This is an optimization exercise on Yosys and OpenROAD, whose aim is small area, a short achievable clock period and few clock cycles, not a production implementation.
In this exercise RTL edits were held to simulation tests only and were not proved equivalent to the original.

==> flow/design.v <==
module racebox_decoder (
    input  wire        clk,
    input  wire        rst,
    input  wire        in_valid,
    input  wire [7:0]  in_data,
    output wire        in_ready,
    output wire        frame_valid,
    output wire        ck_error,
    output wire [31:0] itow,
    output wire [15:0] year,
    output wire [7:0]  month,
    output wire [7:0]  day,
    output wire [7:0]  hour,
    output wire [7:0]  minute,
    output wire [7:0]  second,
    output wire [7:0]  validity_flags,
    output wire [31:0] time_accuracy,
    output wire [31:0] nanoseconds,
    output wire [7:0]  fix_status,
    output wire [7:0]  fix_status_flags,
    output wire [7:0]  date_time_flags,
    output wire [7:0]  num_svs,
    output wire [31:0] longitude,
    output wire [31:0] latitude,
    output wire [31:0] wgs_altitude,
    output wire [31:0] msl_altitude,
    output wire [31:0] horizontal_accuracy,
    output wire [31:0] vertical_accuracy,
    output wire [31:0] speed,
    output wire [31:0] heading,
    output wire [31:0] speed_accuracy,
    output wire [31:0] heading_accuracy,
    output wire [15:0] pdop,
    output wire [7:0]  lat_lon_flags,
    output wire [7:0]  battery_status,
    output wire [15:0] gforce_x,
    output wire [15:0] gforce_y,
    output wire [15:0] gforce_z,
    output wire [15:0] rot_rate_x,
    output wire [15:0] rot_rate_y,
    output wire [15:0] rot_rate_z
);
    localparam       NB   = 82;       
    localparam [7:0] CK_A0 = 8'h50;   
    localparam [7:0] CK_B0 = 8'h9F;   
    reg [8*NB-1:0] sr_q;
    reg [6:0]      fill_q;      
    reg            primed_q;    
    reg [2:0]      hst_q;       
    reg [7:0]      ca_q;        
    reg [7:0]      cb_q;        
    reg            fv_q, ce_q;
    assign in_ready = 1'b1;
    wire [7:0] b0   = sr_q[7:0];
    wire [7:0] b80  = primed_q ? sr_q[8*80 +: 8] : 8'd0;
    wire [7:0] b81  = sr_q[8*81 +: 8];
    wire cand  = in_valid && (fill_q == 7'd87) && (hst_q == 3'd5) && (b81 == 8'h00);
    wire ck_ok = (b0 == ca_q) && (in_data == cb_q);
    wire [7:0] ca_n = ca_q + b0 - b80;
    wire [7:0] cb_n = cb_q + ca_n - {b80[3:0], 4'd0} - {b80[1:0], 6'd0} - CK_A0;
    reg [2:0] hst_n;
    always @(*) begin
        case (hst_q)
            3'd0: hst_n = (b81 == 8'hB5) ? 3'd1 : 3'd0;
            3'd1: hst_n = (b81 == 8'h62) ? 3'd2 : (b81 == 8'hB5) ? 3'd1 : 3'd0;
            3'd2: hst_n = (b81 == 8'hFF) ? 3'd3 : (b81 == 8'hB5) ? 3'd1 : 3'd0;
            3'd3: hst_n = (b81 == 8'h01) ? 3'd4 : (b81 == 8'hB5) ? 3'd1 : 3'd0;
            3'd4: hst_n = (b81 == 8'h50) ? 3'd5 : (b81 == 8'hB5) ? 3'd1 : 3'd0;
            default: hst_n = (b81 == 8'hB5) ? 3'd1 : 3'd0;
        endcase
    end
    always @(posedge clk) begin
        if (in_valid)
            sr_q[8*NB-1:8] <= sr_q[8*NB-9:0];
        if (rst)
            sr_q[7:0] <= 8'd0;
        else if (in_valid)
            sr_q[7:0] <= in_data;
    end
    always @(posedge clk) begin
        if (rst) begin
            fill_q   <= 7'd0;
            primed_q <= 1'b0;
            hst_q    <= 3'd0;
            ca_q     <= CK_A0;
            cb_q     <= CK_B0;
        end else if (in_valid) begin
            if (cand && ck_ok)
                fill_q <= 7'd0;
            else if (fill_q != 7'd87)
                fill_q <= fill_q + 7'd1;
            if (fill_q == 7'd79)
                primed_q <= 1'b1;
            hst_q <= hst_n;
            ca_q  <= ca_n;
            cb_q  <= cb_n;
        end
    end
    always @(posedge clk) begin
        fv_q <= cand && ck_ok;
        ce_q <= cand && !ck_ok;
    end
    assign frame_valid = fv_q;
    assign ck_error    = ce_q;
    wire [7:0] p [0:79];
    genvar g;
    generate
        for (g = 0; g < 80; g = g + 1) begin : g_payload
            assign p[g] = sr_q[8*(81 - g) +: 8];
        end
    endgenerate
    assign itow                = {p[3], p[2], p[1], p[0]};
    assign year                = {p[5], p[4]};
    assign month               = p[6];
    assign day                 = p[7];
    assign hour                = p[8];
    assign minute              = p[9];
    assign second              = p[10];
    assign validity_flags      = p[11];
    assign time_accuracy       = {p[15], p[14], p[13], p[12]};
    assign nanoseconds         = {p[19], p[18], p[17], p[16]};
    assign fix_status          = p[20];
    assign fix_status_flags    = p[21];
    assign date_time_flags     = p[22];
    assign num_svs             = p[23];
    assign longitude           = {p[27], p[26], p[25], p[24]};
    assign latitude            = {p[31], p[30], p[29], p[28]};
    assign wgs_altitude        = {p[35], p[34], p[33], p[32]};
    assign msl_altitude        = {p[39], p[38], p[37], p[36]};
    assign horizontal_accuracy = {p[43], p[42], p[41], p[40]};
    assign vertical_accuracy   = {p[47], p[46], p[45], p[44]};
    assign speed               = {p[51], p[50], p[49], p[48]};
    assign heading             = {p[55], p[54], p[53], p[52]};
    assign speed_accuracy      = {p[59], p[58], p[57], p[56]};
    assign heading_accuracy    = {p[63], p[62], p[61], p[60]};
    assign pdop                = {p[65], p[64]};
    assign lat_lon_flags       = p[66];
    assign battery_status      = p[67];
    assign gforce_x            = {p[69], p[68]};
    assign gforce_y            = {p[71], p[70]};
    assign gforce_z            = {p[73], p[72]};
    assign rot_rate_x          = {p[75], p[74]};
    assign rot_rate_y          = {p[77], p[76]};
    assign rot_rate_z          = {p[79], p[78]};
endmodule
export LEC_CHECK = 0
export CAP_MARGIN = 20
export CORE_MARGIN = 2
export CORE_UTILIZATION = 30
export SLEW_MARGIN = 20
create_clock -name core_clock -period 100.0 [get_ports {clk}]
run.sh (not shown) runs the stock make flow with config.mk's settings and CLKGATE_MAP_FILE= SYNTH_SCRIPT=/design/flow/synth_recipe.tcl, a recipe that flattens the netlist after the stock synthesis.
The first run went through all stages and came out clean.
Testbench counts at the start, summed over its fixed seeds: cycles 100,208.
Rerun with:
==> flow/flow/run.sh (new file) <==
#!/bin/bash
# Standard ORFS layout with three changes:
#  - the smallest buffer on each port;
#  - a clock tree of clkbuf_8 buffers, without dummy loads;
#  - a fanout limit during the post-placement repair, so that the handshake
#    input that enables the shift register gets a balanced buffer tree.
set -euo pipefail
export BUFFER_PORTS_ARGS="-buffer_cell sky130_fd_sc_hd__buf_1"
export CTS_ARGS="-sink_clustering_enable -repair_clock_nets -dont_use_dummy_load -buf_list sky130_fd_sc_hd__clkbuf_8 -sink_clustering_size 16 -sink_clustering_max_diameter 50"
export PRE_RESIZE_TCL="$PWD/flow/pre_resize.tcl"
bash standard.sh > flow_make.log 2>&1
==> flow/flow/pre_resize.tcl (new file) <==
set_max_fanout 16 [current_design]
==> flow/standard.sh (new file) <==
#!/bin/bash
# synth_recipe.tcl (not shown) runs the flow's synth.tcl, then flattens the netlist and writes it again
# the make line also repeats each setting of config.mk as NAME=value (left out here)
make -C /OpenROAD-flow-scripts/flow DESIGN_CONFIG=/design/flow/config.mk WORK_HOME=/design/flow/orfs CLKGATE_MAP_FILE= SYNTH_SCRIPT=/design/flow/synth_recipe.tcl "${@:-finish}"
- CORE_UTILIZATION: 30 -> 60
removed: flow/run.sh
The new run went through all stages and came out clean.
Setup slack degrades by 4.5 ns.
Area after synthesis is unchanged.
Die area goes down by well over a third.
Core utilization climbs by 24 points.
Non-clock buffer count increases by 55.

[re-timing with driven ports]
How much do the figures lean on ideal ports? The routed layouts below were timed once more, with nothing changed but the port constraints.
Step 1, drivers: a clkbuf_16 drives clk and a buf_2 each remaining input, both assumed.
Step 2 moves the port delays by t, midway between the first and last clock arrival at a register: inputs arrive t later, outputs are due t later. That takes back most of the time a late clock gives input paths.
Slacks: no drivers / after step 1 / after step 2; pairs: no drivers / after step 1.
run	t, ns	setup slack, ns	slew at the worst register clock pin (ns)	worst data-port slew with drivers (ns)	pins driven straight from the clock port
the first run	0.665	77.129 / 77.124 / 76.460	0.06 / 0.06	0.07	1
the second run	0.678	72.650 / 72.670 / 71.992	0.10 / 0.10	0.05	1
After both steps setup and hold are still met in every run listed. For the first run, which loses most, drivers alone change the setup slack by -0.005 ns; drivers and shift together by -0.669 ns.
